This design comes from an exercise in tuning for small area, a short achievable clock period and few clock cycles on the open sky130 flow, not from production work.
Only simulation tests tie the RTL to the original design; equivalence was not proved.

$ cat flow/design.v
module fpu64 (
  input             clk,
  input             rst,         
  input             in_valid,
  output            in_ready,
  input      [1:0]  in_op,       
  input      [63:0] in_a,
  input      [63:0] in_b,
  output reg        out_valid,
  output reg [63:0] out_result
);
  reg        v0;
  reg [1:0]  op0;
  reg [63:0] a0, b0;
  reg               v1;
  reg               mul1, div1;    
  reg               sp1;           
  reg         [1:0] spk1;          
  reg               sg1;           
  reg               zs1;           
  reg               sub1;          
  reg        [55:0] X;             
  reg        [55:0] Y;             
  reg signed [12:0] E1;            
  localparam P_START = 3'd0, P_ITER = 3'd1, P_F1 = 3'd2, P_DEN = 3'd4;
  reg  [2:0] ph;
  reg        fst;
  reg  [1:0] qnx;    
  reg  [4:0] cnt;
  reg [65:0] S, C;
  reg [55:0] Qn;          
  reg        cin, stk, negp, ylast;
  reg               v3;
  reg               sp3, z3, sg3, zs3;
  reg         [1:0] spk3;
  reg         [5:0] lz3;
  reg signed [12:0] E3;
  wire done2;
  wire take0 = v0 & (~v1 | done2);
  assign in_ready = ~v0 | take0;
  always @(posedge clk) begin
    if (rst) v0 <= 1'b0;
    else if (in_ready) v0 <= in_valid;
    if (in_ready) begin
      op0 <= in_op;
      a0  <= in_a;
      b0  <= in_b;
    end
  end
  wire        sa  = a0[63];
  wire        sb  = b0[63];
  wire [10:0] ea  = a0[62:52];
  wire [10:0] eb  = b0[62:52];
  wire [51:0] fa  = a0[51:0];
  wire [51:0] fb  = b0[51:0];
  wire        ea0 = ~|ea, eb0 = ~|eb;
  wire        eam = &ea,  ebm = &eb;
  wire        fa0 = ~|fa, fb0 = ~|fb;
  wire a_zero = ea0 & fa0, b_zero = eb0 & fb0;
  wire a_inf  = eam & fa0, b_inf  = ebm & fb0;
  wire a_nan  = eam & ~fa0, b_nan = ebm & ~fb0;
  wire [10:0] ea1 = {ea[10:1], ea[0] | ea0};
  wire [10:0] eb1 = {eb[10:1], eb[0] | eb0};
  wire [52:0] ma  = {~ea0, fa};
  wire [52:0] mb  = {~eb0, fb};
  wire is_add = ~op0[1];
  wire is_mul = op0 == 2'd2;
  wire is_div = op0 == 2'd3;
  wire sbe    = sb ^ (op0 == 2'd1);
  wire        e_lt = ea < eb;
  wire        f_lt = (ea == eb) & (fa < fb);
  wire        swap = is_add & (e_lt | f_lt);
  wire [52:0] mbig = swap ? mb : ma;
  wire [52:0] msml = (is_add & e_lt) ? ma : mb;
  wire [10:0] dab  = ea1 - eb1;
  wire [10:0] dba  = eb1 - ea1;
  wire [10:0] dd   = e_lt ? dba : dab;
  wire  [5:0] sh   = ~is_add ? 6'd0 : (|dd[10:6]) ? 6'd63 : dd[5:0];
  reg [55:0] al;
  reg        ast;
  always @* begin
    al  = {msml, 3'b000};
    ast = 1'b0;
    if (sh[0]) begin ast = ast | al[0];        al = {1'd0,  al[55:1]};  end
    if (sh[1]) begin ast = ast | (|al[1:0]);   al = {2'd0,  al[55:2]};  end
    if (sh[2]) begin ast = ast | (|al[3:0]);   al = {4'd0,  al[55:4]};  end
    if (sh[3]) begin ast = ast | (|al[7:0]);   al = {8'd0,  al[55:8]};  end
    if (sh[4]) begin ast = ast | (|al[15:0]);  al = {16'd0, al[55:16]}; end
    if (sh[5]) begin ast = ast | (|al[31:0]);  al = {32'd0, al[55:32]}; end
  end
  wire signed [12:0] e_add = {2'b00, e_lt ? eb1 : ea1};
  wire signed [12:0] e_md  = $signed({2'b00, ea1}) + (is_mul ? $signed({2'b00, eb1}) : ~$signed({2'b00, eb1}))
                             + (is_mul ? -13'sd1023 : 13'sd1023);
  reg       sp;
  reg [1:0] spk;
  always @* begin
    sp  = 1'b1;
    spk = 2'd1;
    if (is_add) begin
      if (a_nan | b_nan)          spk = 2'd1;
      else if (a_inf & b_inf)     spk = (sa == sbe) ? 2'd2 : 2'd1;
      else if (a_inf | b_inf)     spk = 2'd2;
      else                        sp  = 1'b0;
    end else if (is_mul) begin
      if (a_nan | b_nan)                          spk = 2'd1;
      else if ((a_inf & b_zero) | (a_zero & b_inf)) spk = 2'd1;
      else if (a_inf | b_inf)                     spk = 2'd2;
      else if (a_zero | b_zero)                   spk = 2'd3;
      else                                        sp  = 1'b0;
    end else begin
      if (a_nan | b_nan)                          spk = 2'd1;
      else if ((a_zero & b_zero) | (a_inf & b_inf)) spk = 2'd1;
      else if (a_inf | b_zero)                    spk = 2'd2;
      else if (a_zero | b_inf)                    spk = 2'd3;
      else                                        sp  = 1'b0;
    end
  end
  wire        first = fst;              
  wire [65:0] Sg = first ? {1'b1, 65'd0} : S;
  wire [65:0] Cg = first ? 66'd0 : C;
  wire        cg = first ? 1'b0 : cin;
  wire        ng = first ? 1'b0 : negp;
  wire [12:0] yb = {Y[14:3], first ? 1'b0 : ylast};    
  wire [52:0] MM = {1'b1, X[54:3]};     
  function [55:0] booth_row;     
    input [2:0]  y;              
    input [52:0] m;
    reg          neg, one, two;
    reg   [53:0] mag;
    begin
      neg = y[2];
      one = y[1] ^ y[0];
      two = y[2] ? (~y[1] & ~y[0]) : (y[1] & y[0]);
      mag = one ? {1'b0, m} : (two ? {m, 1'b0} : 54'd0);
      booth_row = {~neg, neg, mag ^ {54{neg}}};
    end
  endfunction
  wire [55:0] br0 = booth_row(yb[2:0], MM);
  wire [55:0] br1 = booth_row(yb[4:2], MM);
  wire [55:0] br2 = booth_row(yb[6:4], MM);
  wire [55:0] br3 = booth_row(yb[8:6], MM);
  wire [55:0] br4 = booth_row(yb[10:8], MM);
  wire [55:0] br5 = booth_row(yb[12:10], MM);
  wire [77:0] R0 = {1'b0, 11'b10101010101, br0, 1'b0, ng, 7'd0, cg};   
  wire [77:0] R1 = {10'd0, br1, 1'b0, yb[2], 10'd0};                  
  wire [77:0] R2 = {8'd0, br2, 1'b0, yb[4], 12'd0};                   
  wire [77:0] R3 = {6'd0, br3, 1'b0, yb[6], 14'd0};                   
  wire [77:0] R4 = {4'd0, br4, 1'b0, yb[8], 16'd0};                   
  wire [77:0] R5 = {2'd0, br5, 1'b0, yb[10], 18'd0};                  
  wire [77:0] Sgx = {12'd0, Sg};
  wire [77:0] Cgx = {12'd0, Cg};
  wire [77:0] t1s = R0 ^ R1 ^ R2;
  wire [77:0] t1c = {((R0 & R1) | (R0 & R2) | (R1 & R2)), 1'b0};
  wire [77:0] t2s = R3 ^ R4 ^ R5;
  wire [77:0] t2c = {((R3 & R4) | (R3 & R5) | (R4 & R5)), 1'b0};
  wire [77:0] t3s = t1s ^ t1c ^ t2s;
  wire [77:0] t3c = {((t1s & t1c) | (t1s & t2s) | (t1c & t2s)), 1'b0};
  wire [77:0] t4s = t2c ^ Sgx ^ Cgx;
  wire [77:0] t4c = {((t2c & Sgx) | (t2c & Cgx) | (Sgx & Cgx)), 1'b0};
  wire [77:0] t5s = t3s ^ t3c ^ t4s;
  wire [77:0] t5c = {((t3s & t3c) | (t3s & t4s) | (t3c & t4s)), 1'b0};
  wire [77:0] t8s = t5s ^ t5c ^ t4c;
  wire [77:0] t8c = {((t5s & t5c) | (t5s & t4c) | (t5c & t4c)), 1'b0};
  wire [12:0] mlow = {1'b0, t8s[11:0]} + {1'b0, t8c[11:0]};
  localparam ND = 4;
  wire [56:0] D2  = {3'b000, 1'b1, Y[54:3], 1'b0};    
  wire [16:0] D2w = D2[56:40];
  function [1:0] srt_sel;     
    input [3:0] s;
    input [3:0] c;
    reg   [3:0] p, g;
    reg         sgn;
    begin
      p   = s ^ c;
      g   = s & c;
      sgn = p[3] ^ (g[2] | (p[2] & g[1]) | (p[2] & p[1] & g[0]));
      srt_sel = {~sgn, sgn & ~(&p)};
    end
  endfunction
  function [33:0] csa_w;      
    input [16:0] s;
    input [16:0] c;
    input [16:0] m;
    reg   [16:0] ys, yc;
    begin
      ys = {s[15:0], 1'b0};
      yc = {c[15:0], 1'b0};
      csa_w = {ys ^ yc ^ m, ((ys[15:0] & yc[15:0]) | (ys[15:0] & m[15:0]) | (yc[15:0] & m[15:0])), 1'b0};
    end
  endfunction
  reg [56:0] ws, wc, ys2, yc2, mm;
  reg [16:0] vs, vc;
  reg [33:0] cp, cz, cn;
  reg  [1:0] qc, sp_, sz_, sn_;
  reg [ND-1:0] dqp, dqn;
  integer j;
  always @* begin
    ws = S[56:0];
    wc = C[56:0];
    vs = ws[56:40];
    vc = wc[56:40];
    qc = qnx;
    for (j = 0; j < ND; j = j + 1) begin
      dqp[ND-1-j] = qc[1];
      dqn[ND-1-j] = qc[0];
      ys2 = {ws[55:0], 1'b0};
      yc2 = {wc[55:0], 1'b0};
      mm  = qc[1] ? ~D2 : (qc[0] ? D2 : 57'd0);
      ws  = ys2 ^ yc2 ^ mm;
      wc  = {((ys2[55:0] & yc2[55:0]) | (ys2[55:0] & mm[55:0]) | (yc2[55:0] & mm[55:0])), qc[1]};
      cp  = csa_w(vs, vc, ~D2w);
      cz  = csa_w(vs, vc, 17'd0);
      cn  = csa_w(vs, vc, D2w);
      sp_ = srt_sel(cp[32:29], cp[15:12]);
      sz_ = srt_sel(cz[32:29], cz[15:12]);
      sn_ = srt_sel(cn[32:29], cn[15:12]);
      vs  = qc[1] ? cp[33:17] : (qc[0] ? cn[33:17] : cz[33:17]);
      vc  = qc[1] ? cp[16:0]  : (qc[0] ? cn[16:0]  : cz[16:0]);
      qc  = qc[1] ? sp_ : (qc[0] ? sn_ : sz_);
    end
  end
  wire div_init = (ph == P_START) & div1;
  always @(posedge clk) qnx <= div_init ? 2'b10 : qc;
  wire        [55:0] Qo  = X;
  wire        [55:0] QMo = Qn;
  reg [ND-1:0] lq, lqm;
  reg          hq, hqm, t;      
  integer k;
  always @* begin
    lq = {ND{1'b0}}; lqm = {ND{1'b1}}; hq = 1'b0; hqm = 1'b1;
    for (k = ND - 1; k >= 0; k = k - 1) begin
      if (dqp[k]) begin           
        lqm = {lq[ND-2:0], 1'b0};
        lq  = {lq[ND-2:0], 1'b1};
        hqm = hq;
      end else if (dqn[k]) begin  
        lq  = {lqm[ND-2:0], 1'b1};
        lqm = {lqm[ND-2:0], 1'b0};
        hq  = hqm;
      end else begin              
        lq  = {lq[ND-2:0], 1'b0};
        lqm = {lqm[ND-2:0], 1'b1};
      end
    end
  end
  wire        [55:0] Qnew  = {(hq  ? QMo[55-ND:0] : Qo[55-ND:0]), lq};
  wire        [55:0] QMnew = {(hqm ? QMo[55-ND:0] : Qo[55-ND:0]), lqm};
  wire add_op = ~mul1 & ~div1;
  reg  [56:0] ca, cb;
  reg         c0, cor;
  wire [56:0] Wr   = csum0;
  wire        w_z  = ~|Wr;
  wire        w_md = ((Wr ^ D2) == {(Wr[55:0] | D2[55:0]), 1'b0});
  wire        rem_nz = ~(w_z | w_md);
  wire [56:0] vdiv = {(Wr[56] ? Qn : X), rem_nz};
  always @* begin
    ca = {1'b0, X}; cb = {1'b0, Y}; c0 = 1'b0; cor = 1'b0;
    if (ph == P_START) begin
      ca = {1'b0, X}; cb = sub1 ? ~{1'b0, Y} : {1'b0, Y}; c0 = sub1;
    end else if (ph == P_F1 & mul1) begin
      ca = {S[55:0], cin}; cb = {C[55:0], cin}; cor = stk;
    end else begin
      ca = S[56:0]; cb = C[56:0];
    end
  end
  wire [57:0] csum1 = {ca, c0} + {cb, c0};     
  wire [56:0] csum0 = csum1[57:1];
  wire [56:0] csum  = {csum0[56:1], csum0[0] | cor};
  function [6:0] lzc64;    
    input [63:0] x;
    reg [31:0] v1; reg [31:0] c1;
    reg [15:0] v2; reg [31:0] c2;
    reg  [7:0] v3; reg [23:0] c3;
    reg  [3:0] v4; reg [15:0] c4;
    reg  [1:0] v5; reg  [9:0] c5;
    integer i;
    begin
      for (i = 0; i < 32; i = i + 1) begin
        v1[i] = x[2*i+1] | x[2*i];
        c1[i] = ~x[2*i+1];
      end
      for (i = 0; i < 16; i = i + 1) begin
        v2[i] = v1[2*i+1] | v1[2*i];
        c2[2*i +: 2] = v1[2*i+1] ? {1'b0, c1[2*i+1]} : {1'b1, c1[2*i]};
      end
      for (i = 0; i < 8; i = i + 1) begin
        v3[i] = v2[2*i+1] | v2[2*i];
        c3[3*i +: 3] = v2[2*i+1] ? {1'b0, c2[2*(2*i+1) +: 2]} : {1'b1, c2[2*(2*i) +: 2]};
      end
      for (i = 0; i < 4; i = i + 1) begin
        v4[i] = v3[2*i+1] | v3[2*i];
        c4[4*i +: 4] = v3[2*i+1] ? {1'b0, c3[3*(2*i+1) +: 3]} : {1'b1, c3[3*(2*i) +: 3]};
      end
      for (i = 0; i < 2; i = i + 1) begin
        v5[i] = v4[2*i+1] | v4[2*i];
        c5[5*i +: 5] = v4[2*i+1] ? {1'b0, c4[4*(2*i+1) +: 4]} : {1'b1, c4[4*(2*i) +: 4]};
      end
      lzc64 = {~(v5[1] | v5[0]), v5[1] ? {1'b0, c5[9:5]} : {1'b1, c5[4:0]}};
    end
  endfunction
  wire [63:0] mark  = (~|E1[12:6]) ? (64'h8000000000000000 >> E1[5:0]) : 64'd0;
  wire  [6:0] lzr   = lzc64({csum, 7'd0} | mark);
  wire        czero = ~|csum;
  wire  [5:0] lzl   = lzr[5:0];
  wire prenorm = (mul1 | div1) & ~sp1 & (~X[55] | ~Y[55]);
  reg signed [12:0] E1n;
  reg               e_ok, e_z, e_lo;      
  always @* begin
    E1n = E1;
    if (take0)
      E1n = is_add ? e_add : e_md;
    else if (v1 & ph == P_START & prenorm)
      E1n = E1 - {12'd0, ~X[55]} + ((div1 & ~Y[55]) ? 13'sd1 : (~Y[55] ? -13'sd1 : 13'sd0));
    else if (v1 & ph == P_DEN)
      E1n = e_lo ? 13'sd1 : E1 + 13'sd1;
  end
  always @(posedge clk) begin
    E1   <= E1n;
    e_ok <= ~E1n[12] & (E1n != 13'sd0);
    e_z  <= E1n == 13'sd0;
    e_lo <= E1n < -13'sd60;
  end
  assign done2 = v1 & ((ph == P_START & (sp1 | add_op)) |
                       (ph == P_F1 & e_ok) |
                       (ph == P_DEN & (e_z | e_lo)));
  always @(posedge clk) begin
    if (mul1) begin
      S   <= t8s[77:12];
      C   <= t8c[77:12];
      cin <= mlow[12];
      negp  <= yb[12];
      ylast <= yb[12];
      stk <= (first ? 1'b0 : stk) | (|mlow[11:0]);
    end else if (div_init) begin
      S   <= {13'd0, X[55:3]};
      C   <= 66'd0;
    end else begin
      S   <= {9'd0, ws};
      C   <= {9'd0, wc};
    end
    Qn <= div_init ? {56{1'b1}} : QMnew;
    if (ph == P_F1 | (ph == P_START & (sp1 | add_op)))
      S <= {9'd0, div1 ? vdiv : csum};
    if (ph == P_DEN) begin
      if (e_lo) S <= {65'd0, |S[56:0]};
      else               S <= {10'd0, S[56:2], S[1] | S[0]};
    end
    lz3 <= (ph == P_DEN) ? 6'd1 : (div1 & ph == P_F1) ? {5'd0, ~vdiv[56]} : lzl;
    z3  <= czero & add_op;
    E3  <= (ph == P_DEN) ? 13'sd1 : E1;
    sp3 <= sp1; spk3 <= spk1; sg3 <= sg1; zs3 <= zs1;
    if (take0) begin
      X    <= {mbig, 3'b000};
      Y    <= (is_add & f_lt) ? {ma, 3'b000} : {al[55:1], al[0] | ast};
      mul1 <= is_mul;
      div1 <= is_div;
      sp1  <= sp;
      spk1 <= spk;
      sg1  <= is_add ? (swap ? sbe : sa) : (sa ^ sb);
      zs1  <= sa & sbe;
      sub1 <= sa ^ sbe;
      ph   <= P_START;
      fst  <= 1'b1;
      cnt  <= 5'd0;
    end else if (v1) begin
      case (ph)
        P_START: begin
          if (prenorm) begin
            if (~X[55]) X <= {X[54:0], 1'b0};
            if (~Y[55]) Y <= {Y[54:0], 1'b0};
          end else begin
            fst <= 1'b0;
          end
          if (~prenorm & ~sp1 & ~add_op) begin
            ph  <= P_ITER;
            if (mul1) begin
              cnt <= 5'd1;
              Y   <= {12'd0, Y[55:12]};
            end else begin
              cnt <= 5'd0;
              X   <= 56'd0;
            end
          end
        end
        P_ITER: begin
          cnt <= cnt + 5'd1;
          if (mul1) begin
            Y <= {12'd0, Y[55:12]};
            if (cnt == 5'd4) ph <= P_F1;
          end else begin
            X <= Qnew;
            if (cnt == 56 / ND - 1) ph <= P_F1;    
          end
        end
        P_F1: begin
          if (~e_ok) ph <= P_DEN;
        end
        default: ;  
      endcase
    end
    if (rst) begin
      v1 <= 1'b0;
      v3 <= 1'b0;
    end else begin
      if (take0)      v1 <= 1'b1;
      else if (done2) v1 <= 1'b0;
      v3 <= done2;
    end
  end
  wire        [56:0] Vs  = S[56:0] << lz3;
  wire signed [12:0] Ef  = E3 + 13'sd1 - $signed({7'd0, lz3});
  wire        [52:0] sig = Vs[56:4];
  wire               rup = Vs[3] & (Vs[2] | Vs[1] | Vs[0] | sig[0]);
  wire        [53:0] R   = {1'b0, sig} + {53'd0, rup};
  wire               ovf = (Ef >= 13'sd2047) | (R[53] & (Ef == 13'sd2046));
  wire        [10:0] ef1 = Ef[10:0] + 11'd1;
  wire        [10:0] ef  = R[53] ? ef1 : (R[52] ? Ef[10:0] : 11'd0);
  reg         [63:0] res;
  always @* begin
    if (sp3)
      case (spk3)
        2'd2:    res = {sg3, 11'h7FF, 52'd0};
        2'd3:    res = {sg3, 63'd0};
        default: res = 64'h7FF8000000000000;
      endcase
    else if (z3)  res = {zs3, 63'd0};
    else if (ovf) res = {sg3, 11'h7FF, 52'd0};
    else          res = {sg3, ef, R[51:0]};
  end
  always @(posedge clk) begin
    out_result <= res;
    if (rst) out_valid <= 1'b0;
    else     out_valid <= v3;
  end
endmodule
$ cat flow/run.sh
#!/bin/bash
# synth_recipe.tcl (not shown) runs the flow's synth.tcl, then flattens the netlist and writes it again
# the make line also repeats each setting of config.mk as NAME=value (left out here)
make -C /OpenROAD-flow-scripts/flow DESIGN_CONFIG=/design/flow/config.mk WORK_HOME=/design/flow/orfs CLKGATE_MAP_FILE= SYNTH_SCRIPT=/design/flow/synth_recipe.tcl finish
$ cat flow/config.mk
export PLATFORM = sky130hd
export DESIGN_NAME = fpu64
export DESIGN_NICKNAME = fpu64
export VERILOG_FILES = /design/flow/design.v
export SDC_FILE = /design/flow/constraint.sdc
export NUM_CORES = 4
export LEC_CHECK = 0
export ABC_AREA = 1
export CAP_MARGIN = 20
export CORE_MARGIN = 2
export CORE_UTILIZATION = 45
export PLACE_DENSITY = 0.75
export SETUP_SLACK_MARGIN = 4
export SLEW_MARGIN = 20
export TNS_END_PERCENT = 0
$ cat flow/constraint.sdc
create_clock -name core_clock -period 10.0 [get_ports {clk}]
set_input_delay 2.0000 -clock core_clock [delete_from_list [all_inputs] [get_ports {clk}]]
set_output_delay 2.0000 -clock core_clock [all_outputs]
set_load 0.01 [all_outputs]
==> qor.yml, run 1 <==
tightestPinTransition_ps: 1560
syn_area_per_cell_um2: 6.94
synth-xor-area-share_pct: 6.20
dr_wl_met3_um: 63300
vias: 85900
met1_length_um: 154000
firstDrtPassIters: 15
fin_crit_ps: 6460
synthSimpleGateAreaFrac_pct: 21.9
worst-path-buf-inv: 6
hp-class: "reg2reg"
status: "finished with violations"
synthMuxAreaShare_pct: 0.434
final-hold-violation-count: 0
register_area_mm2: 0.0137
rsz0062_at_grt: "yes"
antenna_left: 0
ys_types: 82
crit_chain: "buf_4 > inv_1 > ha_1 > mux2i_4 > nor2_1 > inv_4 > buf_4 > o22ai_1 > xor2_1 > fa_1 > inv_1 > fa_1 > fa_1 > inv_1 > fa_1 > o21ai_0 > o22ai_1 > nand2_1 > o21ai_0"
max_stage_delay_ps: 620
synth_compound_area_share_pct: 20.0
initial_core_util_pct: 45.2
cts_tree: "done"
critPathSlowestCell: "o21ai_0"
setup_ws_ps: 3540
cap_violations: 0
met2_length_um: 176000
cts_buffers: 74
rows: 149
grt_pass1_vias: 80200
setup_viol: 0
clock-sinks: 559
cp.arrival_ps: 7050
synth_area_mm2: 0.0744
synthAdderAreaFrac_pct: 21.9
ys_warn_count: 1
fill_cells: 16400
track_usage_pct: 50.1
overflow: 0
die_area_mm2: 0.169
synth_seq_cells: 559
timing.fmax_mhz: 155
crit_type: "reg2reg"
syn-num-nets: 11800
pre_cts_ws_ps: 2080
highest_layer: "met5"
so_faults: "slew limit"
num_io_pins: 199
die_w_um: 411
antenna_found_initial: 53
synth_edf_count: 250
critPathMaxFanout: 30
grt_max_degree: 127
syn2layout_area_growth_pct: 13.1
gp_congestion: 1.12
h-tree-depth: 3
core_area_mm2: 0.165
crit_family: "adder cells"
fin_setup_tns_ps: 0
synthArstFlopShare_pct: 0
syn_inst: 10700
drive_gt1_share_pct: 8.70
nets: 11800
cpMostUsedCell: "fa_1"
vias_per_cell: 6.62
slew_headroom_pct: -4.30
timing.hold.ws_ps: 341
final_util_pct: 51.1
cp-end-kind: "register"
required_ps: 10590
min_period_over_period_pct: 64.6
synth_seq_area_share_pct: 18.4
synth-main-ff-cell: "dfxtp_1"
wirelength_um: 442000
io_buffers: 198
fin_skew_ps: 76.3
clk_pin_slew_ps: 60
post_drt_wl_per_cell_um: 34.0
grt_pass1_wl_um: 602000
final_common_cell: "nand2_1"
synth_top_family_by_area: "adder cells"
post-route-drc-count: 0
clockBufferDepth: 3
cts_hold_buf: 0
multi_input_area_mm2: 0.0540
final_cell_mix: "2109 x nand2_1, 1351 x inv_1, 1086 x o21ai_0"
crit_path_start_kind: "register"
finalMaxSlewViolations: 48
drt_iter0_markers: 13900
die_h_um: 411
dpl.hpwl_um: 326000
cts_root_buf: "clkbuf_16"
clock_latency_ps: 780
## per-layer routing
layer  global-route usage, %  vias up
met3                    20.6     2384
met4                    40.7       52
li1                        -    35500
met2                    71.2     7448
met1                    59.0    40500
met5                   0.933        -
## final timing paths
kind / from / to / slack [ps] / cells past startpoint
worst max-delay path: Y[3]$_DFFE_PP_ / S[21]$_DFF_P_ / 3540 / 19
worst min-delay path: spk1[0]$_DFFE_PP_ / spk3[0]$_DFF_P_ / 340 / 0
worst max register to register: Y[3]$_DFFE_PP_ / S[21]$_DFF_P_ / 3540 / 19
worst min register to register: spk1[0]$_DFFE_PP_ / spk3[0]$_DFF_P_ / 340 / 0
## layout make-up
type | count | area share (%)
diodes | 29 | 0.0862
multi-input cells | 8014 | 64.2
inverters | 1464 | 6.70
clock inverters | 29 | 0.480
clock buffers | 108 | 2.51
well taps | 2189 | 3.25
repair buffers | 578 | 6.45
repair inverters | 3 | 0.0268
flip-flops and latches | 559 | 16.3
## kinds of logic after synthesis
family / Yosys count
simple gates: 3846
compound gates: 2642
buf+inv: 2159
fa+ha+maj: 963
flops: 559
xor+xnor: 524
mux: 32
## flip-flops by register name, summed over array words and instances, names as in the netlist, 2 cells and up
| register | flops |
|---|---|
| b0 | 64 |
| Y | 56 |
| spk3 | 2 |
| ph | 3 |
| X | 56 |
| op0 | 2 |
| qnx | 2 |
| C | 65 |
| cnt | 5 |
| E3 | 13 |
| spk1 | 2 |
| lz3 | 6 |
| Qn | 56 |
| out_result | 64 |
| a0 | 64 |
| S | 65 |
| E1 | 13 |
## synthesized netlist by cell type, types with 7 or more instances
cell       instances  area, um2
fa_1             568      11400
a22o_1            53        464
nor2_1           674       2530
and2_1             7       43.8
inv_1           1382       5190
a211oi_1          77        578
xnor2_1           92        806
nand2_1         2140       8030
nor3_1            72        360
buf_4             23        173
o22ai_1          395       2470
edfxtp_1         250       7510
o21ai_0         1194       5980
o2111ai_1          9       78.8
inv_2             26       97.6
nor4_1            66        413
buf_2             62        310
or2_0              7       43.8
o21bai_1          11       82.6
nand4_1           88        551
clkbuf_1         534       2000
o21ai_2            7       61.3
a21oi_1          583       2920
a31oi_1           52        325
a221oi_1          24        210
buf_1             70        263
a21boi_0           7       52.6
o221ai_1          18        158
xor2_1           429       3760
nand2_2           11       68.8
o21ai_1           56        280
a21o_1            12       90.1
nor2_2            16        100
or2_2             25        156
clkinv_1          55        206
o21a_1            20        150
dfxtp_1          309       6190
o211ai_1          94        706
mux2i_1           30        300
ha_1             394       4930
nand3_1          688       3440
## stage by stage
stage / instance area [um2] / cells
4_1_cts: 82100 / 12900
3_5_place_dp: 78400 / 12700
5_1_grt: 84100 / 12900
6_report: 84200 / 13000
3_3_place_gp: 78400 / 12700
2_1_floorplan: 74400 / 10700
## what timing repair did
action,CTS,global route
resized for setup,222,295
setup buffers,46,67
setup endpoints to repair,322,334
pin swaps,15,103
gates cloned,5,15
Testbench counts, summed over its fixed seeds: cycles 66,305.
==> run 2: changes to the inputs <==
--- a/flow/config.mk
+++ b/flow/config.mk
@@ -10,4 +10,3 @@
 export CORE_MARGIN = 2
-export CORE_UTILIZATION = 45
-export PLACE_DENSITY = 0.75
+export CORE_UTILIZATION = 30
 export SETUP_SLACK_MARGIN = 4
==> run 2 against run 1 <==
Now clean on timing, DRC and antenna. Area after synthesis unchanged. Final area increased by 1.3%. Register-to-register slack improved by 280 ps. Sequential share of layout area decreased by 0.23 points. Setup slack improved by 280 ps. Clock skew decreased by 32 ps. Wire length decreased by 10%. Cell count increased by 8.3%. Flip-flop and latch count unchanged. Critical path type unchanged.
==> qor.yml, run 2 <==
cts_hold_buf: 0  # unchanged
yosys-top-cells-area: "fa_1 15%, nand2_1 11%, edfxtp_1 10%"  # unchanged
synthArstFlopShare_pct: 0  # unchanged
firstDrtPassIters: 7  # was 15
synth_area_leader_cell: "fa_1"  # unchanged
cp-end-kind: "register"  # unchanged
synth_edf_count: 250  # unchanged
crit_path_start_kind: "register"  # unchanged
required_ps: 10570  # was 10590 ps
cts_buffers: 74  # unchanged
synth_compound_area_share_pct: 20.0  # unchanged
final-hold-violation-count: 0  # unchanged
crit_family: "adder cells"  # unchanged
synthMuxAreaShare_pct: 0.434  # unchanged
track_usage_pct: 30.4  # was 50.1%
overflow: 0  # unchanged
ys_warn_count: 1  # unchanged
gp_congestion: 1.09  # was 1.12
rr_endpoint: "S[54]$_DFF_P_"  # was S[21]$_DFF_P_
cts_root_buf: "clkbuf_16"  # unchanged
fill_cells: 26700  # was 16400
wirelength_um: 397000  # was 442000 um
vias_per_cell: 5.72  # was 6.62
holdPathStages: 0  # unchanged
final_common_cell: "nand2_1"  # unchanged
synth-main-ff-cell: "dfxtp_1"  # unchanged
tightestPinTransition_ps: 1360  # was 1560 ps
fin_crit_ps: 6180  # was 6460 ps
cts_tree: "done"  # unchanged
num_io_pins: 199  # unchanged
synth-xor-area-share_pct: 6.20  # unchanged
io_buffers: 198  # unchanged
drt_iter0_markers: 11300  # was 13900
yosysTopAreaCellShare_pct: 15.3  # unchanged
clk_pin_slew_ps: 70  # was 60 ps
fin_setup_tns_ps: 0  # unchanged
rsz0062_at_grt: "yes"  # unchanged
synth_seq_cells: 559  # unchanged
syn-num-nets: 11800  # unchanged
synthSimpleGateAreaFrac_pct: 21.9  # unchanged
critPathMaxFanout: 37  # was 30
grt_pass1_wl_um: 555000  # was 602000 um
finalMaxSlewViolations: 0  # was 48
post-route-drc-count: 0  # unchanged
setup_viol: 0  # unchanged
rrSetupSlack_ps: 3820  # was 3540 ps
cap_violations: 0  # unchanged
cpMostUsedCell: "fa_1"  # unchanged
cp.arrival_ps: 6750  # was 7050 ps
hp-class: "reg2reg"  # unchanged
worstRegToRegCells: 17  # was 19
h-tree-depth: 3  # unchanged
clockBufferDepth: 3  # unchanged
finalInstanceArea_mm2: 0.0853  # was 0.0842 mm2
grt_pass1_vias: 75400  # was 80200
synth_top_family_by_area: "adder cells"  # unchanged
rows: 182  # was 149
hold_start: "zs1$_DFFE_PP_"  # was spk1[0]$_DFFE_PP_
core_area_mm2: 0.246  # was 0.165 mm2
syn_inst: 10700  # unchanged
fin_skew_ps: 44.4  # was 76.3 ps
min_period_over_period_pct: 61.8  # was 64.6%
synthAdderAreaFrac_pct: 21.9  # unchanged
hold_end: "zs3$_DFF_P_"  # was spk3[0]$_DFF_P_
post_dp_cell_area_mm2: 0.0797  # was 0.0784 mm2
clock-sinks: 559  # unchanged
timing.fmax_mhz: 162  # was 155 MHz
initial_core_util_pct: 30.2  # was 45.2%
synth_area_mm2: 0.0744  # unchanged
clock_latency_ps: 760  # was 780 ps
drive_gt1_share_pct: 8.25  # was 8.70%
final_util_pct: 34.6  # was 51.1%
synth_seq_area_share_pct: 18.4  # unchanged
slew_headroom_pct: 8.08  # was -4.30%
reg2reg_from: "Y[7]$_DFFE_PP_"  # was Y[3]$_DFFE_PP_
post_drt_wl_per_cell_um: 28.2  # was 34.0 um
status: "timing/DRC/antenna clean"  # was finished with violations
yosysMostFrequentCell: "nand2_1"  # unchanged
critPathSlowestCell: "ha_2"  # was o21ai_0
max_stage_delay_ps: 560  # was 620 ps
die_area_mm2: 0.252  # was 0.169 mm2
crit_chain: "inv_1 > ha_2 > nor2_1 > clkinv_1 > buf_4 > o22ai_1 > xor2_1 > fa_1 > fa_1 > inv_1 > fa_1 > inv_1 > fa_1 > a21oi_1 > a21oi_1 > o21ai_0 > o21ai_0"  # was buf_4 > inv_1 > ha_1 > mux2i_4 > nor2_1 > inv_4 > buf_4 > o22ai_1 > xor2_1 > fa_1 > inv_1 > fa_1 > fa_1 > inv_1 > fa_1 > o21ai_0 > o22ai_1 > nand2_1 > o21ai_0
syn_area_per_cell_um2: 6.94  # unchanged
top_regs: "C (65), S (65)"  # unchanged
antenna_found_initial: 45  # was 53
synthTopCellsByCount: "2140 x nand2_1, 1382 x inv_1, 1194 x o21ai_0, 688 x nand3_1, 674 x nor2_1"  # unchanged
final_cell_mix: "2105 x nand2_1, 1347 x inv_1, 1096 x o21ai_0"  # was 2109 x nand2_1, 1351 x inv_1, 1086 x o21ai_0
die_h_um: 502  # was 411 um
antenna_left: 0  # unchanged
nets: 11800  # about the same
vias: 80300  # was 85900
die_w_um: 502  # was 411 um
crit_type: "reg2reg"  # unchanged
syn2layout_area_growth_pct: 14.6  # was 13.1%
ys_types: 82  # unchanged
worst-path-buf-inv: 5  # was 6
grt_max_degree: 93  # was 127
dpl.hpwl_um: 305000  # was 326000 um
run 2: how the worst max path moves through the flow:
stage               endpoint               start  cells past startpoint
2_1_floorplan  S[43]$_DFF_P_     Y[54]$_DFFE_PP_                     32
3_3_place_gp   S[41]$_DFF_P_     Y[53]$_DFFE_PP_                     34
3_5_place_dp   S[41]$_DFF_P_     Y[53]$_DFFE_PP_                     34
4_1_cts        S[47]$_DFF_P_     Y[54]$_DFFE_PP_                     38
5_1_grt         S[0]$_DFF_P_  ph[2]$_SDFFE_PP0P_                     37
6_report       S[54]$_DFF_P_      Y[7]$_DFFE_PP_                     17
run 2: cell families (layout without fill, tap and decap cells):
kind of cell,after synthesis,after routing
buffers and inverters,2159,2159
and+or+nand+nor,3846,3849
DFF,559,559
adders and majority gates,963,963
xor gates and xnor gates,524,524
other,0,16
muxes,32,32
AOI/OAI and AO/OA,2642,2642
run 2: routing by layer:
layer	up-vias	GRT usage, %	share of wire, %
met1	38600	39.4	39
met2	5145	44.6	41
met4	22	21.2	8.7
met3	1125	6.89	11
met5	-	0	0.039
li1	35500	-	-
run 2: area by class of cell:
cell class                      count  area, um2  area share, %
Antenna cell                       16       40.0         0.0470
Timing Repair inverter              2       22.5         0.0264
Tap cell                         3312       4140           4.86
Multi-Input combinational cell   8010      53900           63.2
Inverter                         1464       5650           6.62
Timing Repair Buffer              556       5320           6.24
Sequential cell                   559      13700           16.1
Clock inverter                     40        474          0.556
Clock buffer                       97       2040           2.39
run 2: repair_timing:
action                     CTS  global route
pin swaps                   14            97
cloned                       5            13
gates resized for setup    163           331
buffers inserted            45            69
setup endpoints to repair  234           291
run 2: through the flow:
stage	instances	hold slack [ps]	worst slack [ps]
2_1_floorplan	10700	323	4020
3_3_place_gp	13800	329	2130
3_5_place_dp	13800	329	2100
4_1_cts	14000	329	3790
5_1_grt	14000	338	3750
6_report	14100	329	3820
==> run 3: changes to the inputs <==
--- a/flow/config.mk
+++ b/flow/config.mk
@@ -11,3 +11,3 @@
 export CORE_UTILIZATION = 30
-export SETUP_SLACK_MARGIN = 4
+export SETUP_SLACK_MARGIN = 5
 export SLEW_MARGIN = 20
==> run 3 against run 2 <==
Still clean. Core utilization increased by 0.076 points. Setup slack better by 64 ps. Die area stayed put.
==> qor.yml, run 3 <==
cp.arrival_ps: 6700  # was 6750 ps
num_io_pins: 199  # unchanged
status: "timing/DRC/antenna clean"  # unchanged
crit_chain: "clkinvlp_4 > ha_2 > mux2i_4 > nor2_2 > clkinv_1 > buf_8 > o22ai_1 > xor2_1 > fa_1 > fa_1 > inv_1 > fa_1 > inv_1 > fa_1 > a21oi_1 > a21oi_1 > o21ai_0 > o21ai_0"  # was inv_1 > ha_2 > nor2_1 > clkinv_1 > buf_4 > o22ai_1 > xor2_1 > fa_1 > fa_1 > inv_1 > fa_1 > inv_1 > fa_1 > a21oi_1 > a21oi_1 > o21ai_0 > o21ai_0
cts_buffers: 75  # was 74
fin_skew_ps: 57.4  # was 44.4 ps
required_ps: 10580  # was 10570 ps
nets: 11800  # about the same
synthTopCellsByCount: "2140 x nand2_1, 1382 x inv_1, 1194 x o21ai_0, 688 x nand3_1, 674 x nor2_1"  # unchanged
hold_end: "spk3[1]$_DFF_P_"  # was zs3$_DFF_P_
worst-path-buf-inv: 5  # unchanged
overflow: 0  # unchanged
reg2reg_from: "Y[7]$_DFFE_PP_"  # unchanged
clockBufferDepth: 3  # unchanged
final_common_cell: "nand2_1"  # unchanged
die_area_mm2: 0.252  # unchanged
cpMostUsedCell: "fa_1"  # unchanged
max_stage_delay_ps: 640  # was 560 ps
cp-end-kind: "register"  # unchanged
synthArstFlopShare_pct: 0  # unchanged
core_area_mm2: 0.246  # unchanged
antenna_left: 0  # unchanged
dpl.hpwl_um: 300000  # was 305000 um
critPathMaxFanout: 51  # was 37
post-route-drc-count: 0  # unchanged
post_drt_wl_per_cell_um: 28.2  # about the same
io_buffers: 198  # unchanged
drt_iter0_markers: 11700  # was 11300
setup_viol: 0  # unchanged
gp_congestion: 1.11  # was 1.09
wirelength_um: 396000  # was 397000 um
syn_inst: 10700  # unchanged
finalMaxSlewViolations: 0  # unchanged
synth_area_mm2: 0.0744  # unchanged
critPathSlowestCell: "fa_1"  # was ha_2
clock-sinks: 559  # unchanged
crit_family: "adder cells"  # unchanged
slew_headroom_pct: 8.77  # was 8.08%
die_w_um: 502  # unchanged
track_usage_pct: 30.4  # about the same
crit_type: "reg2reg"  # unchanged
synth_edf_count: 250  # unchanged
ys_types: 82  # unchanged
clk_pin_slew_ps: 60  # was 70 ps
final_cell_mix: "2104 x nand2_1, 1355 x inv_1, 1103 x o21ai_0"  # was 2105 x nand2_1, 1347 x inv_1, 1096 x o21ai_0
pre_cts_ws_ps: 1870  # was 2100 ps
vias_per_cell: 5.70  # was 5.72
crit_path_start_kind: "register"  # unchanged
setup_ws_ps: 3880  # was 3820 ps
rsz0062_at_grt: "yes"  # unchanged
synth_seq_area_share_pct: 18.4  # unchanged
hp-class: "reg2reg"  # unchanged
antenna_found_initial: 39  # was 45
yosysTopAreaCellShare_pct: 15.3  # unchanged
h-tree-depth: 3  # unchanged
fin_setup_tns_ps: 0  # unchanged
rows: 182  # unchanged
cts_tree: "done"  # unchanged
grt_pass1_wl_um: 554000  # was 555000 um
yosysMostFrequentCell: "nand2_1"  # unchanged
cts_root_buf: "clkbuf_16"  # unchanged
vias: 80100  # was 80300
drive_gt1_share_pct: 8.12  # was 8.25%
final-hold-violation-count: 0  # unchanged
worstRegToRegCells: 18  # was 17
top_regs: "C (65), S (65)"  # unchanged
initial_core_util_pct: 30.2  # unchanged
firstDrtPassIters: 7  # unchanged
syn-num-nets: 11800  # unchanged
synth_area_leader_cell: "fa_1"  # unchanged
fin_crit_ps: 6120  # was 6180 ps
grt_max_degree: 127  # was 93
timing.hold.ws_ps: 338  # was 329 ps
timing.fmax_mhz: 163  # was 162 MHz
ys_warn_count: 1  # unchanged
hold_start: "spk1[1]$_DFFE_PP_"  # was zs1$_DFFE_PP_
cap_violations: 0  # unchanged
tightestPinTransition_ps: 1360  # about the same
yosys-top-cells-area: "fa_1 15%, nand2_1 11%, edfxtp_1 10%"  # unchanged
holdPathStages: 0  # unchanged
min_period_over_period_pct: 61.2  # was 61.8%
die_h_um: 502  # unchanged
synth-main-ff-cell: "dfxtp_1"  # unchanged
syn_area_per_cell_um2: 6.94  # unchanged
rr_endpoint: "S[54]$_DFF_P_"  # unchanged
rrSetupSlack_ps: 3880  # was 3820 ps
grt_pass1_vias: 75000  # was 75400
synth_seq_cells: 559  # unchanged
clock_latency_ps: 790  # was 760 ps
syn2layout_area_growth_pct: 14.9  # was 14.6%
==> run 3: cell counts after synthesis <==
No cell type changed its count.
==> run 3: worst reg2reg max path: cells and delay by family, from the launching register on <==
family	cells	cell delay [ps]
buffers and inverters	5	1090
AOI/OAI and AO/OA	5	940
DFF	1	620
adders and majority gates	5	2510
xor gates and xnor gates	1	200
muxes	1	390
and+or+nand+nor	1	190
==> run 3: metal layers <==
layer / GRT usage, % / vias to the layer above / wire, um
met3: 7.81 / 1129 / 47000
met5: 0 / - / 111
met2: 44.2 / 5189 / 162000
li1: - / 35400 / -
met1: 39.2 / 38400 / 152000
met4: 20.9 / 18 / 34100
==> run 3: cell families after synthesis <==
group / after synthesis / synth area share, %
xor+xnor: 524 / 6.20
compound gates: 2642 / 20.0
mux: 32 / 0.434
flops: 559 / 18.4
simple gates: 3846 / 21.9
fa+ha+maj: 963 / 21.9
buf+inv: 2159 / 11.2
==> run 3: timing repair <==
action,in CTS,in global routing
cloned,11,8
endpoints found under the setup margin,371,362
hold buffers,0,0
pin swaps,36,77
gates resized for setup,301,181
buffers inserted,70,35
==> run 3: area by class of cell <==
class | count | area (um2)
fillers | 26700 | 161000
inverters | 1464 | 5660
multi-input cells | 8008 | 53700
repair inverters | 1 | 8.76
diodes | 16 | 40.0
clock buffers | 92 | 2060
clock inverters | 45 | 586
well taps | 3312 | 4140
flip-flops and latches | 559 | 13700
repair buffers | 548 | 5500
==> run 3: through the flow <==
step	instance area, um2	std cells	util [%]
detailed placement	79700	13800	32.4
floorplan	74400	10700	-
finish	85500	14000	34.7
global placement	79700	13800	32.4
global route	85400	14000	34.7
CTS	84300	14000	34.3
==> run 3: worst max path at each step <==
stage / start / end / cells past startpoint
final: Y[7]$_DFFE_PP_ / S[54]$_DFF_P_ / 18
after global routing: Y[54]$_DFFE_PP_ / S[49]$_DFF_P_ / 36
after CTS: Y[54]$_DFFE_PP_ / S[41]$_DFF_P_ / 36
after detailed placement: Y[53]$_DFFE_PP_ / S[41]$_DFF_P_ / 32
after global placement: Y[53]$_DFFE_PP_ / S[34]$_DFF_P_ / 32
after floorplan: Y[53]$_DFFE_PP_ / S[43]$_DFF_P_ / 32
==> run 4: changes to the inputs <==
--- a/flow/design.v
+++ b/flow/design.v
@@ -32,2 +32,4 @@
   reg        cin, stk, negp, ylast;
+  reg        [56:0] V3;            
+  reg               dini;          
   reg               v3;
@@ -221,5 +223,6 @@
   end
-  wire div_init = (ph == P_START) & div1;
-  always @(posedge clk) qnx <= div_init ? 2'b10 : qc;
-  wire        [55:0] Qo  = X;
+  wire div_load = (take0 & is_div) | (v1 & ph == P_START & div1 & dini & ~prenorm);
+  wire [52:0] w0 = take0 ? ma : X[55:3];
+  always @(posedge clk) qnx <= div_load ? 2'b10 : qc;
+  wire        [55:0] Qo  = (ph == P_START) ? 56'd0 : X;
   wire        [55:0] QMo = Qn;
@@ -333,5 +336,2 @@
       stk <= (first ? 1'b0 : stk) | (|mlow[11:0]);
-    end else if (div_init) begin
-      S   <= {13'd0, X[55:3]};
-      C   <= 66'd0;
     end else begin
@@ -340,8 +340,11 @@
     end
-    Qn <= div_init ? {56{1'b1}} : QMnew;
-    if (ph == P_F1 | (ph == P_START & (sp1 | add_op)))
-      S <= {9'd0, div1 ? vdiv : csum};
+    if (div_load) begin
+      S   <= {13'd0, w0};
+      C   <= 66'd0;
+    end
+    Qn <= div_load ? {56{1'b1}} : QMnew;
+    V3 <= (div1 & ph == P_F1) ? vdiv : csum;
     if (ph == P_DEN) begin
-      if (e_lo) S <= {65'd0, |S[56:0]};
-      else               S <= {10'd0, S[56:2], S[1] | S[0]};
+      if (e_lo) V3 <= {56'd0, |V3};
+      else      V3 <= {1'b0, V3[56:2], V3[1] | V3[0]};
     end
@@ -363,2 +366,3 @@
       fst  <= 1'b1;
+      dini <= 1'b0;
       cnt  <= 5'd0;
@@ -370,2 +374,5 @@
             if (~Y[55]) Y <= {Y[54:0], 1'b0};
+            dini <= 1'b1;
+          end else if (div1 & dini) begin
+            dini <= 1'b0;              
           end else begin
@@ -373,11 +380,7 @@
           end
-          if (~prenorm & ~sp1 & ~add_op) begin
+          if (~prenorm & ~sp1 & ~add_op & ~(div1 & dini)) begin
             ph  <= P_ITER;
-            if (mul1) begin
-              cnt <= 5'd1;
-              Y   <= {12'd0, Y[55:12]};
-            end else begin
-              cnt <= 5'd0;
-              X   <= 56'd0;
-            end
+            cnt <= 5'd1;
+            if (mul1) Y <= {12'd0, Y[55:12]};
+            else      X <= Qnew;
           end
@@ -409,3 +412,3 @@
   end
-  wire        [56:0] Vs  = S[56:0] << lz3;
+  wire        [56:0] Vs  = V3 << lz3;
   wire signed [12:0] Ef  = E3 + 13'sd1 - $signed({7'd0, lz3});
--- a/flow/config.mk
+++ b/flow/config.mk
@@ -8,7 +8,7 @@
 export ABC_AREA = 1
-export CAP_MARGIN = 20
+export CAP_MARGIN = 10
 export CORE_MARGIN = 2
 export CORE_UTILIZATION = 30
-export SETUP_SLACK_MARGIN = 5
-export SLEW_MARGIN = 20
+export SETUP_SLACK_MARGIN = 4
+export SLEW_MARGIN = 10
 export TNS_END_PERCENT = 0
==> run 4 against run 3 <==
Still clean. Cell count fell by 1.6%. Critical endpoint is now S[21]$_DFF_P_. Highest routed layer unchanged. Die area up 0.12%. Clock skew increased by 20 ps. Flip-flop and latch count rose by 58.
==> qor.yml, run 4 <==
synth_seq_cells: 617  # was 559
cp-end-kind: "register"  # unchanged
grt_pass1_wl_um: 548000  # was 554000 um
h-tree-depth: 3  # unchanged
final_cell_mix: "2004 x nand2_1, 1274 x inv_1, 901 x o21ai_0"  # was 2104 x nand2_1, 1355 x inv_1, 1103 x o21ai_0
cts_root_buf: "clkbuf_16"  # unchanged
syn_inst: 10500  # was 10700
overflow: 0  # unchanged
die_h_um: 502  # about the same
crit_type: "reg2reg"  # unchanged
timing.hold.ws_ps: 426  # was 338 ps
synth_area_mm2: 0.0745  # was 0.0744 mm2
nets: 11500  # was 11800
register_area_mm2: 0.0149  # was 0.0137 mm2
firstDrtPassIters: 7  # unchanged
post-route-drc-count: 0  # unchanged
antenna_left: 0  # unchanged
antenna_found_initial: 40  # was 39
die_area_mm2: 0.252  # about the same
min_period_over_period_pct: 60.7  # was 61.2%
syn2layout_area_growth_pct: 14.0  # was 14.9%
core_area_mm2: 0.246  # about the same
fin_crit_ps: 6070  # was 6120 ps
die_w_um: 502  # about the same
fin_skew_ps: 77.4  # was 57.4 ps
yosysTopAreaCellShare_pct: 15.3  # about the same
tightestPinTransition_ps: 1400  # was 1360 ps
synth-main-ff-cell: "dfxtp_1"  # unchanged
drive_gt1_share_pct: 7.42  # was 8.12%
rrSetupSlack_ps: 3930  # was 3880 ps
synthTopCellsByCount: "2027 x nand2_1, 1297 x inv_1, 950 x o21ai_0, 762 x nand3_1, 742 x nor2_1"  # was 2140 x nand2_1, 1382 x inv_1, 1194 x o21ai_0, 688 x nand3_1, 674 x nor2_1
synth_seq_area_share_pct: 19.9  # was 18.4%
clockBufferDepth: 3  # unchanged
io_buffers: 198  # unchanged
fill_cells: 26600  # was 26700
hp-class: "reg2reg"  # unchanged
post_drt_wl_per_cell_um: 28.6  # was 28.2 um
final_common_cell: "nand2_1"  # unchanged
cp.arrival_ps: 6730  # was 6700 ps
synth_edf_count: 250  # unchanged
top_regs: "C (65), S (65)"  # unchanged
multi_input_area_mm2: 0.0531  # was 0.0537 mm2
synth_area_leader_cell: "fa_1"  # unchanged
vias_per_cell: 5.74  # was 5.70
slew_headroom_pct: 5.96  # was 8.77%
cts_tree: "done"  # unchanged
rows: 182  # unchanged
crit_path_start_kind: "register"  # unchanged
num_io_pins: 199  # unchanged
cap_violations: 0  # unchanged
clock-sinks: 617  # was 559
required_ps: 10660  # was 10580 ps
track_usage_pct: 30.0  # was 30.4%
setup_viol: 0  # unchanged
cts_buffers: 82  # was 75
status: "timing/DRC/antenna clean"  # unchanged
syn_area_per_cell_um2: 7.10  # was 6.94 um2
yosysMostFrequentCell: "nand2_1"  # unchanged
holdPathStages: 0  # unchanged
finalMaxSlewViolations: 0  # unchanged
critPathMaxFanout: 27  # was 51
worstRegToRegCells: 15  # was 18
clk_pin_slew_ps: 60  # about the same
vias: 79400  # was 80100
drt_iter0_markers: 11600  # was 11700
fin_setup_tns_ps: 0  # unchanged
syn-num-nets: 11600  # was 11800
ys_types: 77  # was 82
grt_pass1_vias: 73400  # was 75000
wirelength_um: 396000  # about the same
gp_congestion: 1.07  # was 1.11
dpl.hpwl_um: 295000  # was 300000 um
synthArstFlopShare_pct: 0  # unchanged
ys_warn_count: 1  # unchanged
yosys-top-cells-area: "fa_1 15%, nand2_1 10%, edfxtp_1 10%"  # was fa_1 15%, nand2_1 11%, edfxtp_1 10%
timing.fmax_mhz: 165  # was 163 MHz
clock_latency_ps: 800  # was 790 ps
grt_max_degree: 108  # was 127
rsz0062_at_grt: "yes"  # unchanged
final-hold-violation-count: 0  # unchanged
initial_core_util_pct: 30.2  # about the same
==> run 4: changes by cell type after synthesis, moves of 68 or more <==
cell      before   now
o21ai_0     1194   950
o221ai_1      18   112
nand2_1     2140  2027
nand3_1      688   762
inv_1       1382  1297
nor2_1       674   742
==> run 4: cell families after synthesis <==
group / count (synthesis) / synth area share [%]
flip-flops: 617 / 19.9
adder cells (fa/ha/maj): 962 / 21.9
AND/OR/NAND/NOR: 3869 / 22.0
AO/OA/AOI/OAI: 2453 / 18.9
XOR/XNOR: 529 / 6.25
buffers and inverters: 2022 / 10.5
multiplexers: 35 / 0.474
==> run 4: final timing paths <==
kind | from | end
setup reg to reg | Y[8]$_DFFE_PP_ | S[21]$_DFF_P_
setup / recovery | Y[8]$_DFFE_PP_ | S[21]$_DFF_P_
hold / removal | sg1$_DFFE_PP_ | sg3$_DFF_P_
hold reg to reg | sg1$_DFFE_PP_ | sg3$_DFF_P_
==> run 4: critical path, cell delays in order, from the launching register on <==
cell and delay (ps):
edfxtp_1 560, inv_1 560, buf_4 470, ha_1 500, nor2_1 310, clkinv_2 420
buf_4 410, o22ai_1 180, xor2_1 200, fa_1 460, fa_1 540, fa_1 510
inv_1 50, fa_1 430, o22ai_1 230, nor2_1 60
==> run 4: repair_timing <==
item                                    CTS  global route
endpoints found under the setup margin  335           354
cloned                                   13            12
gates resized for setup                 158           213
buffers inserted                         27            64
hold buffers                              0             0
pin swaps                                16            55
==> run 4: per-stage QoR <==
stage	setup WS [ps]	utilization [%]	instance area [um2]	cells
global placement	1870	32.2	79400	13500
finish	3930	34.4	84900	13800
floorplan	4080	-	74500	10500
detailed placement	1730	32.2	79400	13500
CTS	3900	33.8	83300	13700
global route	3800	34.4	84800	13800
==> run 4: per-layer routing <==
layer / global-route usage (%) / part of all wire (%) / up-vias
met1: 38.4 / 39 / 37900
met2: 43.0 / 41 / 5362
li1: - / - / 34800
met3: 9.90 / 13 / 1265
met5: 0 / 0.075 / -
met4: 19.4 / 8.0 / 42
==> run 4: area by class of cell <==
class / count / area share [%]
antenna: 31 / 0.0914
clock buffer: 104 / 2.69
clock inverter: 47 / 0.579
inverter: 1364 / 6.17
multi-input combinational: 7858 / 62.5
sequential: 617 / 17.5
tap: 3312 / 4.88
timing repair buffer: 484 / 5.51
timing repair inverter: 1 / 0.0103
Testbench counts of run 4, summed over its fixed seeds: cycles 63,835.
==> run 5: changes to the inputs <==
--- a/flow/config.mk
+++ b/flow/config.mk
@@ -8,3 +8,3 @@
 export ABC_AREA = 1
-export CAP_MARGIN = 10
+export CAP_MARGIN = 20
 export CORE_MARGIN = 2
@@ -12,3 +12,3 @@
 export SETUP_SLACK_MARGIN = 4
-export SLEW_MARGIN = 10
+export SLEW_MARGIN = 20
 export TNS_END_PERCENT = 0
==> run 5 against run 4 <==
Synthesized cell count unchanged. Sequential share of layout area about the same. Final area about the same. First-iteration DRC count down 1.1%. Via count up 0.16%. Area after synthesis unchanged. Clock skew down 6.2 ps. Wire length down 0.45%. Largest cell class unchanged.
==> qor.yml, run 5 <==
setup_ws_ps: 3910  # was 3930 ps
final_cell_mix: "2011 x nand2_1, 1276 x inv_1, 907 x o21ai_0"  # was 2004 x nand2_1, 1274 x inv_1, 901 x o21ai_0
final_common_cell: "nand2_1"  # unchanged
h-tree-depth: 3  # unchanged
register_area_mm2: 0.0149  # about the same
yosysTopAreaCellShare_pct: 15.3  # unchanged
vias: 79500  # was 79400
die_area_mm2: 0.252  # unchanged
rsz0062_at_grt: "yes"  # unchanged
synth_seq_area_share_pct: 19.9  # unchanged
clock_latency_ps: 780  # was 800 ps
yosysMostFrequentCell: "nand2_1"  # unchanged
syn2layout_area_growth_pct: 13.9  # was 14.0%
pre_cts_ws_ps: 1770  # was 1730 ps
crit_type: "reg2reg"  # unchanged
tightestPinTransition_ps: 1310  # was 1400 ps
antenna_left: 0  # unchanged
finalInstanceArea_mm2: 0.0848  # was 0.0849 mm2
synthArstFlopShare_pct: 0  # unchanged
num_io_pins: 199  # unchanged
status: "timing/DRC/antenna clean"  # unchanged
cts_hold_buf: 0  # unchanged
fin_setup_tns_ps: 0  # unchanged
core_area_mm2: 0.246  # unchanged
vias_per_cell: 5.75  # was 5.74
cts_buffers: 81  # was 82
synth_seq_cells: 617  # unchanged
cts_tree: "done"  # unchanged
required_ps: 10580  # was 10660 ps
die_w_um: 502  # unchanged
wirelength_um: 394000  # was 396000 um
track_usage_pct: 29.9  # was 30.0%
gp_congestion: 1.07  # unchanged
cap_violations: 0  # unchanged
ys_types: 77  # unchanged
rows: 182  # unchanged
initial_core_util_pct: 30.2  # unchanged
timing.fmax_mhz: 164  # was 165 MHz
antenna_found_initial: 38  # was 40
clockBufferDepth: 3  # unchanged
synth_area_leader_cell: "fa_1"  # unchanged
finalMaxSlewViolations: 0  # unchanged
clock-sinks: 617  # unchanged
post-route-drc-count: 0  # unchanged
fin_skew_ps: 71.2  # was 77.4 ps
post_dp_cell_area_mm2: 0.0794  # about the same
critPathMaxFanout: 51  # was 27
cp-end-kind: "register"  # unchanged
overflow: 0  # unchanged
synth-main-ff-cell: "dfxtp_1"  # unchanged
syn-num-nets: 11600  # unchanged
synth_edf_count: 250  # unchanged
cp.arrival_ps: 6660  # was 6730 ps
crit_path_start_kind: "register"  # unchanged
synth_area_mm2: 0.0745  # unchanged
setup_viol: 0  # unchanged
drt_iter0_markers: 11500  # was 11600
hp-class: "reg2reg"  # unchanged
top_regs: "C (65), S (65)"  # unchanged
grt_max_degree: 108  # unchanged
fin_crit_ps: 6090  # was 6070 ps
ys_warn_count: 1  # unchanged
yosys-top-cells-area: "fa_1 15%, nand2_1 10%, edfxtp_1 10%"  # unchanged
final-hold-violation-count: 0  # unchanged
grt_pass1_vias: 73300  # was 73400
dpl.hpwl_um: 295000  # about the same
min_period_over_period_pct: 60.9  # was 60.7%
die_h_um: 502  # unchanged
fill_cells: 26700  # was 26600
slew_headroom_pct: 11.6  # was 5.96%
io_buffers: 198  # unchanged
nets: 11500  # about the same
firstDrtPassIters: 8  # was 7
drive_gt1_share_pct: 7.31  # was 7.42%
syn_inst: 10500  # unchanged
post_drt_wl_per_cell_um: 28.5  # was 28.6 um
synthTopCellsByCount: "2027 x nand2_1, 1297 x inv_1, 950 x o21ai_0, 762 x nand3_1, 742 x nor2_1"  # unchanged
grt_pass1_wl_um: 546000  # was 548000 um
clk_pin_slew_ps: 60  # about the same
multi_input_area_mm2: 0.0531  # about the same
syn_area_per_cell_um2: 7.10  # unchanged
cts_root_buf: "clkbuf_16"  # unchanged
[run 5: cell type report]
type / instances / area share [%]
multi-input combinational: 7860 / 62.6
sequential: 617 / 17.5
inverter: 1364 / 6.17
timing repair buffer: 477 / 5.45
tap: 3312 / 4.88
clock buffer: 106 / 2.71
clock inverter: 44 / 0.583
antenna: 35 / 0.103
[run 5: final timing paths]
| path | from | end | slack [ps] | depth (start not counted) |
|---|---|---|---|---|
| hold reg to reg | zs1$_DFFE_PP_ | zs3$_DFF_P_ | 440 | 0 |
| hold / removal | zs1$_DFFE_PP_ | zs3$_DFF_P_ | 440 | 0 |
| setup / recovery | fst$_SDFFE_PP1P_ | S[3]$_DFF_P_ | 3910 | 18 |
| setup reg to reg | fst$_SDFFE_PP1P_ | S[3]$_DFF_P_ | 3910 | 18 |
[run 5: logic make-up after synthesis]
kind of cell,share of synthesized area (%)
xor gates and xnor gates,6.25
DFF,19.9
AOI/OAI and AO/OA,18.9
buffers and inverters,10.5
muxes,0.474
adders and majority gates,21.9
and+or+nand+nor,22.0
[run 5: critical path: stages (launching register included)]
cell and delay, ps:
dfxtp_2 310, buf_4 500, inv_2 70, nand2_1 190, inv_1 230, ha_1 270, mux2i_2 620, nor2_1 170
clkinv_1 90, buf_6 410, o22ai_1 150, xor2_1 180, fa_1 490, fa_1 470, fa_1 540, inv_1 60
fa_1 430, nor2_1 580, nor3_1 130
[run 5: timing repair]
item                       in CTS  in global routing
pin swaps                      14                 57
setup buffers                  26                 58
setup endpoints to repair     334                340
resized for setup             137                209
gates cloned                   10                 14
[run 5: routing by layer]
| layer | up-vias | global-route usage, % | share of wire (%) |
|---|---|---|---|
| met5 | - | 0 | 0.035 |
| met1 | 38000 | 38.4 | 39 |
| met2 | 5462 | 43.1 | 41 |
| met3 | 1182 | 9.42 | 13 |
| met4 | 20 | 19.2 | 8.0 |
| li1 | 34800 | - | - |
[run 5: metrics by stage]
step,std cells,utilization [%],hold WS (ps)
after floorplan,10500,-,323
after global placement,13500,32.2,418
after detailed placement,13500,32.2,417
after CTS,13700,33.8,434
after global routing,13800,34.4,447
final,13800,34.4,437

## static timing again, ports no longer ideal
The flow's constraints put no driver on any port. The routed layouts listed below were extracted and timed again, unchanged, in two steps. Step 1: set_driving_cell puts a clkbuf_16 on clk and a buf_2 on each other input, an assumption about the parent block. Step 2 moves the port delays by t, midway between the first and last clock arrival at a register: inputs arrive t later, outputs are due t later. That takes back most of the time a late clock gives input paths. Slacks: no drivers / after step 1 / after step 2; pairs: no drivers / after step 1.
run	t, ns	setup slack, ns	worst setup path at the end
run 1	0.834	3.543 / 3.543 / 3.543	register to register
run 2	0.830	3.819 / 3.819 / 3.819	register to register
run 3	0.844	3.883 / 3.883 / 3.883	register to register
run 4	0.845	3.930 / 3.930 / 3.930	register to register
run 5	0.838	3.914 / 3.914 / 3.914	register to register
